This is an optimization exercise on Yosys and OpenROAD, whose aim is small area, a short achievable clock period and few clock cycles, not a production implementation. At most, simulation tests tie the RTL to the original design; equivalence was not proved. Power and IR drop assume default switching activity.

==> flow/design.v <==
module vlq_codec (
    input  wire         clk,
    input  wire         rst,
    input  wire         req_valid,
    output wire         req_ready,
    input  wire [4:0]   req_op,
    input  wire [127:0] req_value,
    input  wire [127:0] req_acc,
    input  wire [31:0]  req_cap,
    input  wire [31:0]  req_len,
    output wire         rsp_valid,
    output wire [31:0]  rsp_count,
    output wire [127:0] rsp_acc,
    output wire         rsp_term,
    output wire [1:0]   rsp_status,
    output wire         mem_valid,
    output wire         mem_we,
    output wire [31:0]  mem_addr,
    output wire [7:0]   mem_wdata,
    input  wire         mem_ready,
    input  wire [7:0]   mem_rdata
);
    localparam [1:0] F_SIZE = 2'd0, F_ENC = 2'd1, F_DEC = 2'd2;
    localparam [1:0] W_32 = 2'd0, W_64 = 2'd1, W_128 = 2'd2;
    localparam [1:0] ST_OK = 2'd0, ST_NOCAP = 2'd1, ST_INCOMPLETE = 2'd2,
                     ST_ILLEGAL = 2'd3;
    localparam [1:0] S_IDLE = 2'd0, S_RSP = 2'd1, S_WRITE = 2'd2, S_READ = 2'd3;
    reg [1:0]   state;
    reg [1:0]   width_q;
    reg         orient_r_q;      
    reg [127:0] x_q;             
    reg [4:0]   n_q;             
    reg [31:0]  c_q;             
    reg         first_q;         
    reg [31:0]  len_q;
    reg         term_q;
    reg [1:0]   status_q;
    wire [1:0] req_width  = req_op[4:3];
    wire       req_orient = req_op[2];
    wire [1:0] req_func   = req_op[1:0];
    wire       req_illegal = (req_width == 2'b11) || (req_func == 2'b11);
    wire [127:0] v = (req_width == W_32) ? {96'd0, req_value[31:0]} :
                     (req_width == W_64) ? {64'd0, req_value[63:0]} : req_value;
    wire [132:0] v_ext = {5'd0, v};
    reg  [18:0]  nz_r;
    reg  [18:0]  nz_l32, nz_l64, nz_l128;
    reg  [18:0]  nz;
    integer g;
    always @(*) begin
        for (g = 0; g < 19; g = g + 1)
            nz_r[g] = |v_ext[7*g +: 7];
        nz_l32 = 19'd0; nz_l64 = 19'd0; nz_l128 = 19'd0;
        for (g = 0; g < 4; g = g + 1)  nz_l32[g]  = |req_value[31 - 7*g -: 7];
        nz_l32[4] = |req_value[3:0];
        for (g = 0; g < 9; g = g + 1)  nz_l64[g]  = |req_value[63 - 7*g -: 7];
        nz_l64[9] = |req_value[0:0];
        for (g = 0; g < 18; g = g + 1) nz_l128[g] = |req_value[127 - 7*g -: 7];
        nz_l128[18] = |req_value[1:0];
        if (req_orient)
            nz = nz_r;
        else
            nz = (req_width == W_32) ? nz_l32 : (req_width == W_64) ? nz_l64 : nz_l128;
    end
    reg [4:0] req_n, req_m;
    reg       cap_lt;
    always @(*) begin
        req_n = 5'd1;
        req_m = 5'd0;
        cap_lt = 1'b0;
        for (g = 0; g < 19; g = g + 1) begin
            if (nz[g] || g == 0) begin
                req_n = g + 1;
                req_m = g;
            end
            if ((nz[g] || g == 0) && req_cap[4:0] <= g)
                cap_lt = 1'b1;
        end
    end
    wire cap_short = (req_cap[31:5] == 27'd0) && cap_lt;
    reg [6:0] grp_l;
    always @(*) begin
        case (width_q)
            W_32:    grp_l = x_q[31:25];
            W_64:    grp_l = x_q[63:57];
            default: grp_l = x_q[127:121];
        endcase
    end
    wire       last_write = (c_q[4:0] == 5'd0);
    wire [7:0] enc_byte   = {~first_q, orient_r_q ? x_q[6:0] : grp_l};
    wire [6:0] b = (state == S_READ) ? mem_rdata[6:0] : 7'd0;
    wire [127:0] up7 = {x_q[120:0], b};
    reg  [127:0] x_up, x_dn;
    always @(*) begin
        case (width_q)
            W_32:    begin x_up = {96'd0, up7[31:0]}; x_dn = {96'd0, b, x_q[31:7]}; end
            W_64:    begin x_up = {64'd0, up7[63:0]}; x_dn = {64'd0, b, x_q[63:7]}; end
            default: begin x_up = up7;                x_dn = {b, x_q[127:7]};      end
        endcase
    end
    wire shift_up = (state == S_READ) ? orient_r_q : ~orient_r_q;
    wire [31:0] c_inc = c_q + 32'd1;
    wire accept = req_valid && (state == S_IDLE || state == S_RSP);
    always @(posedge clk) begin
        if (rst) begin
            state <= S_IDLE;
        end else if (accept) begin
            width_q    <= req_width;
            orient_r_q <= req_orient;
            len_q      <= req_len;
            n_q        <= req_n;
            term_q     <= 1'b0;
            x_q        <= req_illegal ? req_acc :
                          (req_func == F_ENC) ? v :
                          (req_width == W_32) ? {96'd0, req_acc[31:0]} :
                          (req_width == W_64) ? {64'd0, req_acc[63:0]} : req_acc;
            first_q    <= 1'b1;
            c_q        <= req_illegal ? 32'd0 :
                          (req_func == F_SIZE) ? {27'd0, req_n} :
                          (req_func == F_ENC && !cap_short) ? {27'd0, req_m} : 32'd0;
            if (req_illegal) begin
                status_q <= ST_ILLEGAL;
                state    <= S_RSP;
            end else if (req_func == F_SIZE) begin
                status_q <= ST_OK;
                state    <= S_RSP;
            end else if (req_func == F_ENC) begin
                status_q <= cap_short ? ST_NOCAP : ST_OK;
                state    <= cap_short ? S_RSP : S_WRITE;
            end else begin
                status_q <= ST_INCOMPLETE;
                state    <= (req_len == 32'd0) ? S_RSP : S_READ;
            end
        end else begin
            case (state)
                S_RSP: state <= S_IDLE;
                S_WRITE: if (mem_ready) begin
                    x_q     <= shift_up ? x_up : x_dn;
                    first_q <= 1'b0;
                    if (last_write) begin
                        c_q   <= {27'd0, n_q};
                        state <= S_RSP;
                    end else begin
                        c_q[4:0] <= c_q[4:0] - 5'd1;
                    end
                end
                S_READ: if (mem_ready) begin
                    x_q <= shift_up ? x_up : x_dn;
                    c_q <= c_inc;
                    if (!mem_rdata[7]) begin
                        term_q   <= 1'b1;
                        status_q <= ST_OK;
                        state    <= S_RSP;
                    end else if (c_inc == len_q) begin
                        state    <= S_RSP;
                    end
                end
                default: ;
            endcase
        end
    end
    assign req_ready  = (state == S_IDLE) || (state == S_RSP);
    assign rsp_valid  = (state == S_RSP);
    assign rsp_count  = c_q;
    assign rsp_acc    = x_q;
    assign rsp_term   = term_q;
    assign rsp_status = status_q;
    assign mem_valid  = state[1];
    assign mem_we     = (state == S_WRITE);
    assign mem_addr   = c_q;
    assign mem_wdata  = enc_byte;
endmodule
Settings: LEC_CHECK=0, ABC_CLOCK_PERIOD_IN_PS=3000, CAP_MARGIN=20, CORE_MARGIN=2, CORE_UTILIZATION=40, SETUP_SLACK_MARGIN=5, SLEW_MARGIN=20, TNS_END_PERCENT=100; clock period 8.0 ns.
run.sh (not shown) runs the stock make flow with config.mk's settings and CLKGATE_MAP_FILE= SYNTH_SCRIPT=/design/flow/synth_recipe.tcl, a recipe that flattens the netlist after the stock synthesis.
Then changed:
==> flow/flow/run.sh (new file) <==
#!/bin/bash
# The standard layout, with the port buffers made from the smallest buffer
# cell instead of the one buffer_ports picks by default; the resizer still
# sizes them up where timing or slew calls for it.
set -euo pipefail
export BUFFER_PORTS_ARGS="-buffer_cell sky130_fd_sc_hd__buf_1"
bash standard.sh finish > standard_flow.log 2>&1
==> flow/standard.sh (new file) <==
#!/bin/bash
# synth_recipe.tcl (not shown) runs the flow's synth.tcl, then flattens the netlist and writes it again
# the make line also repeats each setting of config.mk as NAME=value (left out here)
make -C /OpenROAD-flow-scripts/flow DESIGN_CONFIG=/design/flow/config.mk WORK_HOME=/design/flow/orfs CLKGATE_MAP_FILE= SYNTH_SCRIPT=/design/flow/synth_recipe.tcl "${@:-finish}"
- ABC_CLOCK_PERIOD_IN_PS: 3000 -> default
- SETUP_SLACK_MARGIN: 5 -> 4
removed: flow/run.sh
Effect: The changed run went through all stages and came out clean; utilization decreases by 16 points; setup slack got worse by 0.13 ns; synthesized cell count is unchanged; cell area decreases by 25%; die area does not change; routed wire length decreases by 14%; total power decreases by 15%.
No run of this note included a check of the RTL's function; only the layout flow was run.

* * *

oak:
vlq_codec, a different RTL version from the one above (not shown whole).
Size in the first run: about 1500 cells after synthesis, about 230 flip-flops, ~540 I/O pins, roughly 13000 µm² of cells after synthesis.
==> flow/config.mk <==
export PLATFORM = sky130hd
export DESIGN_NAME = vlq_codec
export DESIGN_NICKNAME = vlq_codec
export VERILOG_FILES = /design/flow/design.v
export SDC_FILE = /design/flow/constraint.sdc
export NUM_CORES = 4
export LEC_CHECK = 0
export CAP_MARGIN = 20
export CORE_MARGIN = 2
export CORE_UTILIZATION = 40
export CTS_CLUSTER_DIAMETER = 110
export CTS_CLUSTER_SIZE = 26
export SETUP_SLACK_MARGIN = 5
export SLEW_MARGIN = 20
export TNS_END_PERCENT = 100
==> flow/constraint.sdc <==
create_clock -name core_clock -period 8.0 [get_ports {clk}]
set_input_delay 1.6000 -clock core_clock [delete_from_list [all_inputs] [get_ports {clk}]]
set_output_delay 1.6000 -clock core_clock [all_outputs]
set_load 0.01 [all_outputs]
standard.sh (not shown) runs the stock make flow with config.mk's settings and CLKGATE_MAP_FILE= SYNTH_SCRIPT=/design/flow/synth_recipe.tcl, a recipe that flattens the netlist after the stock synthesis.
==> flow/flow/run.sh <==
#!/bin/bash
# The standard layout, with the port buffers made from the smallest buffer
# cell instead of the one buffer_ports picks by default; the resizer still
# sizes them up where timing or slew calls for it.
set -euo pipefail
export BUFFER_PORTS_ARGS="-buffer_cell sky130_fd_sc_hd__buf_1"
bash standard.sh finish > standard_flow.log 2>&1
Testbench counts of oak, summed over its fixed seeds: cycles 54,168.
Changes in pine relative to oak:
- CTS_CLUSTER_SIZE changed from 26 to 22
- CTS_CLUSTER_DIAMETER changed from 110 to 100
### Flow results
- Synthesis-to-layout area growth ends up lower on oak.
- On first-pass GRT wire length, pine and oak are basically level.
- Cell count: oak vs pine — no meaningful difference
- Between pine and oak, the difference in clock transition time at the flip-flop clock pins of the worst setup and hold paths is negligible.

* * *

Another version of the RTL of vlq_codec (not shown whole).
Size: about 1600 cells after synthesis, roughly 13000 sq um of cells after synthesis.
==> flow/design.v (excerpt) <==
module vlq_codec (
    input  wire         clk,
    input  wire         rst,
    input  wire         req_valid,
    output wire         req_ready,
    input  wire [4:0]   req_op,
    input  wire [127:0] req_value,
    input  wire [127:0] req_acc,
    input  wire [31:0]  req_cap,
    input  wire [31:0]  req_len,
    output wire         rsp_valid,
    output wire [31:0]  rsp_count,
    output wire [127:0] rsp_acc,
    output wire         rsp_term,
    output wire [1:0]   rsp_status,
    output wire         mem_valid,
    output wire         mem_we,
    output wire [31:0]  mem_addr,
    output wire [7:0]   mem_wdata,
    input  wire         mem_ready,
    input  wire [7:0]   mem_rdata
);
    localparam [1:0] F_SIZE = 2'd0, F_ENC = 2'd1, F_DEC = 2'd2;
    localparam [1:0] W_32 = 2'd0, W_64 = 2'd1, W_128 = 2'd2;
    localparam [1:0] ST_OK = 2'd0, ST_NOCAP = 2'd1, ST_INCOMPLETE = 2'd2,
                     ST_ILLEGAL = 2'd3;
    reg         sz_q, wr_q, rd_q, rsp_q, mv_q, rdy_q;
    reg         size_q;          
    reg [1:0]   width_q;
    reg         orient_r_q;      
    reg [127:0] x_q;             
    reg [31:0]  c_q;             
    reg [31:0]  rem_q;           
    reg [7:0]   wd_q;            
    reg         term_q;
    reg [1:0]   status_q;
    wire [1:0] req_width  = req_op[4:3];
    wire       req_orient = req_op[2];
    wire [1:0] req_func   = req_op[1:0];
    wire       req_illegal = (req_width == 2'b11) || (req_func == 2'b11);
    reg  [18:0] nz_r32, nz_r64, nz_r128, nz_l32, nz_l64, nz_l128, nz;
    reg  [18:0] nz_q;
    integer g;
    always @(*) begin
        nz_r32 = 19'd0; nz_r64 = 19'd0; nz_r128 = 19'd0;
        nz_l32 = 19'd0; nz_l64 = 19'd0; nz_l128 = 19'd0;
        for (g = 0; g < 18; g = g + 1) nz_r128[g] = |req_value[7*g +: 7];
        nz_r128[18] = |req_value[127:126];
        for (g = 0; g < 9; g = g + 1)  nz_r64[g]  = |req_value[7*g +: 7];
        nz_r64[9] = req_value[63];
        for (g = 0; g < 4; g = g + 1)  nz_r32[g]  = |req_value[7*g +: 7];
        nz_r32[4] = |req_value[31:28];
  ...
export LEC_CHECK = 0
export CAP_MARGIN = 20
export CORE_MARGIN = 2
export CORE_UTILIZATION = 40
export SETUP_SLACK_MARGIN = 5
export SLEW_MARGIN = 20
export TNS_END_PERCENT = 100
create_clock -name core_clock -period 8.0 [get_ports {clk}]
==> flow/flow/run.sh <==
#!/bin/bash
set -euo pipefail
export BUFFER_PORTS_ARGS="-buffer_cell sky130_fd_sc_hd__buf_1"
bash standard.sh SETUP_SLACK_MARGIN=5.6 finish > standard_flow.log 2>&1
The baseline completed without violations.
Testbench counts at the start, summed over its fixed seeds: cycles 54,168.
Rerun with:
==> flow/flow/run.sh (replaced) <==
#!/bin/bash
set -euo pipefail
export BUFFER_PORTS_ARGS="-buffer_cell sky130_fd_sc_hd__buf_1"
bash standard.sh SETUP_SLACK_MARGIN=5.3 finish > standard_flow.log 2>&1
- CTS_CLUSTER_DIAMETER: not set -> 100
- CTS_CLUSTER_SIZE: not set -> 22
- clock-buffer cell count drops by 13
- wire length drops by 14%
- flip-flop and latch count stays the same

* * *

== build 77 ==
vlq_codec, a different RTL version from the one above (not shown whole).
Size: roughly 540 I/O pins, ~0.016 mm2 of cells after synthesis.
Settings: LEC_CHECK=0, CAP_MARGIN=20, CORE_MARGIN=2, CORE_UTILIZATION=40, SETUP_SLACK_MARGIN=5, SLEW_MARGIN=20, TNS_END_PERCENT=100; clock period 8.0 ns.
==> flow/flow/run.sh <==
#!/bin/bash
# The standard layout, with the port buffers made from the smallest buffer
# cell instead of the one buffer_ports picks by default; the resizer still
# sizes them up where timing or slew calls for it.
set -euo pipefail
export BUFFER_PORTS_ARGS="-buffer_cell sky130_fd_sc_hd__buf_1"
bash standard.sh finish > standard_flow.log 2>&1
Setup changes, build 77 to trial 51
==> flow/run.sh (new file) <==
#!/bin/bash
# synth_recipe.tcl (not shown) runs the flow's synth.tcl, then flattens the netlist and writes it again
# the make line also repeats each setting of config.mk as NAME=value (left out here)
make -C /OpenROAD-flow-scripts/flow DESIGN_CONFIG=/design/flow/config.mk WORK_HOME=/design/flow/orfs CLKGATE_MAP_FILE= SYNTH_SCRIPT=/design/flow/synth_recipe.tcl finish
removed: flow/flow/run.sh
removed: flow/standard.sh
- Trial 51 has completed all stages; timing, DRC and antenna checks passed.
- CTS buffer count: build 77 vs trial 51 identical
- Compared with build 77, trial 51 degrades cell area.
- Summary: with build 77 as the reference, total design power in trial 51 moved up by a few percent.
- Looking at first-pass GRT wire length, trial 51 sits about 1.7% higher than build 77 does.
Function was not checked in any run of this note: the RTL went through the layout flow alone.

* * *

Another version of the RTL of vlq_codec (not shown whole).
Size: about 13000 um^2 of cells after synthesis.
clock: 8.0 ns
lec_check: 0
cap_margin: 20
core_margin: 2
core_utilization: 40
setup_slack_margin: 4
slew_margin: 20
tns_end_percent: 100
==> flow/flow/run.sh <==
#!/bin/bash
# The standard layout, with the port buffers made from the smallest buffer
# cell instead of the one buffer_ports picks by default; the resizer still
# sizes them up where timing or slew calls for it.
set -euo pipefail
export BUFFER_PORTS_ARGS="-buffer_cell sky130_fd_sc_hd__buf_1"
bash standard.sh finish > standard_flow.log 2>&1
Testbench counts at the start, summed over its fixed seeds: cycles 54,168.
Change:
Settings changed: SETUP_SLACK_MARGIN 4 to 5.
The new run ran to the end with no violations; die area stays the same; via count increases by a few percent; clock power decreases by a few percent; power increases slightly; worst hold slack degrades by 3.4 ps; final area increases by a few percent; synthesized cell count stays the same; routed wire length increases by a few percent; register-to-register slack improves by 530 ps.

* * *

Setup of branch quartz:
vlq_codec, a different RTL version from the one above (not shown whole).
Size in the first run: about 1700 cells after synthesis, about 230 flip-flops, ~540 I/O pins.
Settings: LEC_CHECK=0, CAP_MARGIN=20, CORE_MARGIN=2, CORE_UTILIZATION=40, CTS_BUF_LIST=sky130_fd_sc_hd__clkbuf_8, CTS_CLUSTER_SIZE=24, SETUP_SLACK_MARGIN=5, SLEW_MARGIN=20, TNS_END_PERCENT=100; clock period 8.0 ns.
Scripts as last shown in full above: flow/flow/run.sh
#### Input delta (branch yarrow over branch quartz)
diff --git a/flow/config.mk b/flow/config.mk
--- a/flow/config.mk
+++ b/flow/config.mk
@@ -10,4 +10,2 @@
 export CORE_UTILIZATION = 40
-export CTS_BUF_LIST = sky130_fd_sc_hd__clkbuf_8
-export CTS_CLUSTER_SIZE = 24
 export SETUP_SLACK_MARGIN = 5
--- outcome ---
- No run among branch yarrow and branch quartz stopped early or left any final violation; all are clean.
- Diff branch quartz -> branch yarrow: placed cell count ~0 delta; global-route usage over all layers ~0 delta; total power per unit cell area +about 3.7%; number of nets in the layout -17.
- Relative to branch quartz, the multi-input combinational area share of branch yarrow is lower by 0.23 points.
- Status: combinational logic power parity (branch yarrow, branch quartz)
No functional check of the RTL was part of any run of this note.

==> re-timing with driven ports <==
The results above use ideal ports. As a check the final layouts listed here were re-extracted and re-timed, cells and wires unchanged.
Step 1: set_driving_cell puts a clkbuf_16 on clk and a buf_2 on each other input, an assumption about the parent block.
Step 2 also shifts input and output timing later by t, the mid clock arrival at the registers, as if the neighbouring blocks saw the same clock.
a / b / c = ideal ports / drivers / drivers and shift; a / b = the first two.
run	t, ns	slack for setup (ns)	hold slack, ns	worst setup path at the end	worst register clock-pin slew, ns
the first run of note 1	0.599	4.240 / 4.247 / 3.648	0.526 / 0.526 / 0.526	input to register	0.07 / 0.07
the second run of note 1	0.593	4.110 / 4.055 / 3.621	0.612 / 0.612 / 0.612	input to register	0.07 / 0.07
oak	0.543	5.019 / 4.964 / 4.502	0.489 / 0.489 / 0.489	input to register	0.11 / 0.11
pine	0.562	5.023 / 4.966 / 4.527	0.481 / 0.481 / 0.481	input to register	0.10 / 0.10
the first run of note 3	0.612	5.178 / 5.181 / 4.569	0.501 / 0.501 / 0.501	input to register	0.06 / 0.06
the second run of note 3	0.557	5.116 / 5.099 / 4.542	0.494 / 0.494 / 0.494	input to register	0.11 / 0.11
build 77	0.605	3.531 / 3.558 / 2.953	0.508 / 0.508 / 0.508	input to register	0.06 / 0.06
trial 51	0.630	3.504 / 3.524 / 2.894	0.469 / 0.469 / 0.469	input to register	0.06 / 0.06
the first run of note 5	0.579	4.192 / 4.188 / 3.609	0.474 / 0.474 / 0.474	input to register	0.07 / 0.07
the second run of note 5	0.597	4.877 / 4.877 / 4.462	0.471 / 0.471 / 0.471	input to register	0.06 / 0.06
branch quartz	0.607	5.016 / 4.967 / 4.498	0.507 / 0.507 / 0.507	input to register	0.07 / 0.07
branch yarrow	0.615	5.000 / 4.947 / 4.437	0.511 / 0.511 / 0.511	input to register	0.07 / 0.07
After both steps setup and hold are still met in every run listed. For trial 51, which loses most, drivers alone change the setup slack by +0.020 ns; drivers and shift together by -0.610 ns.
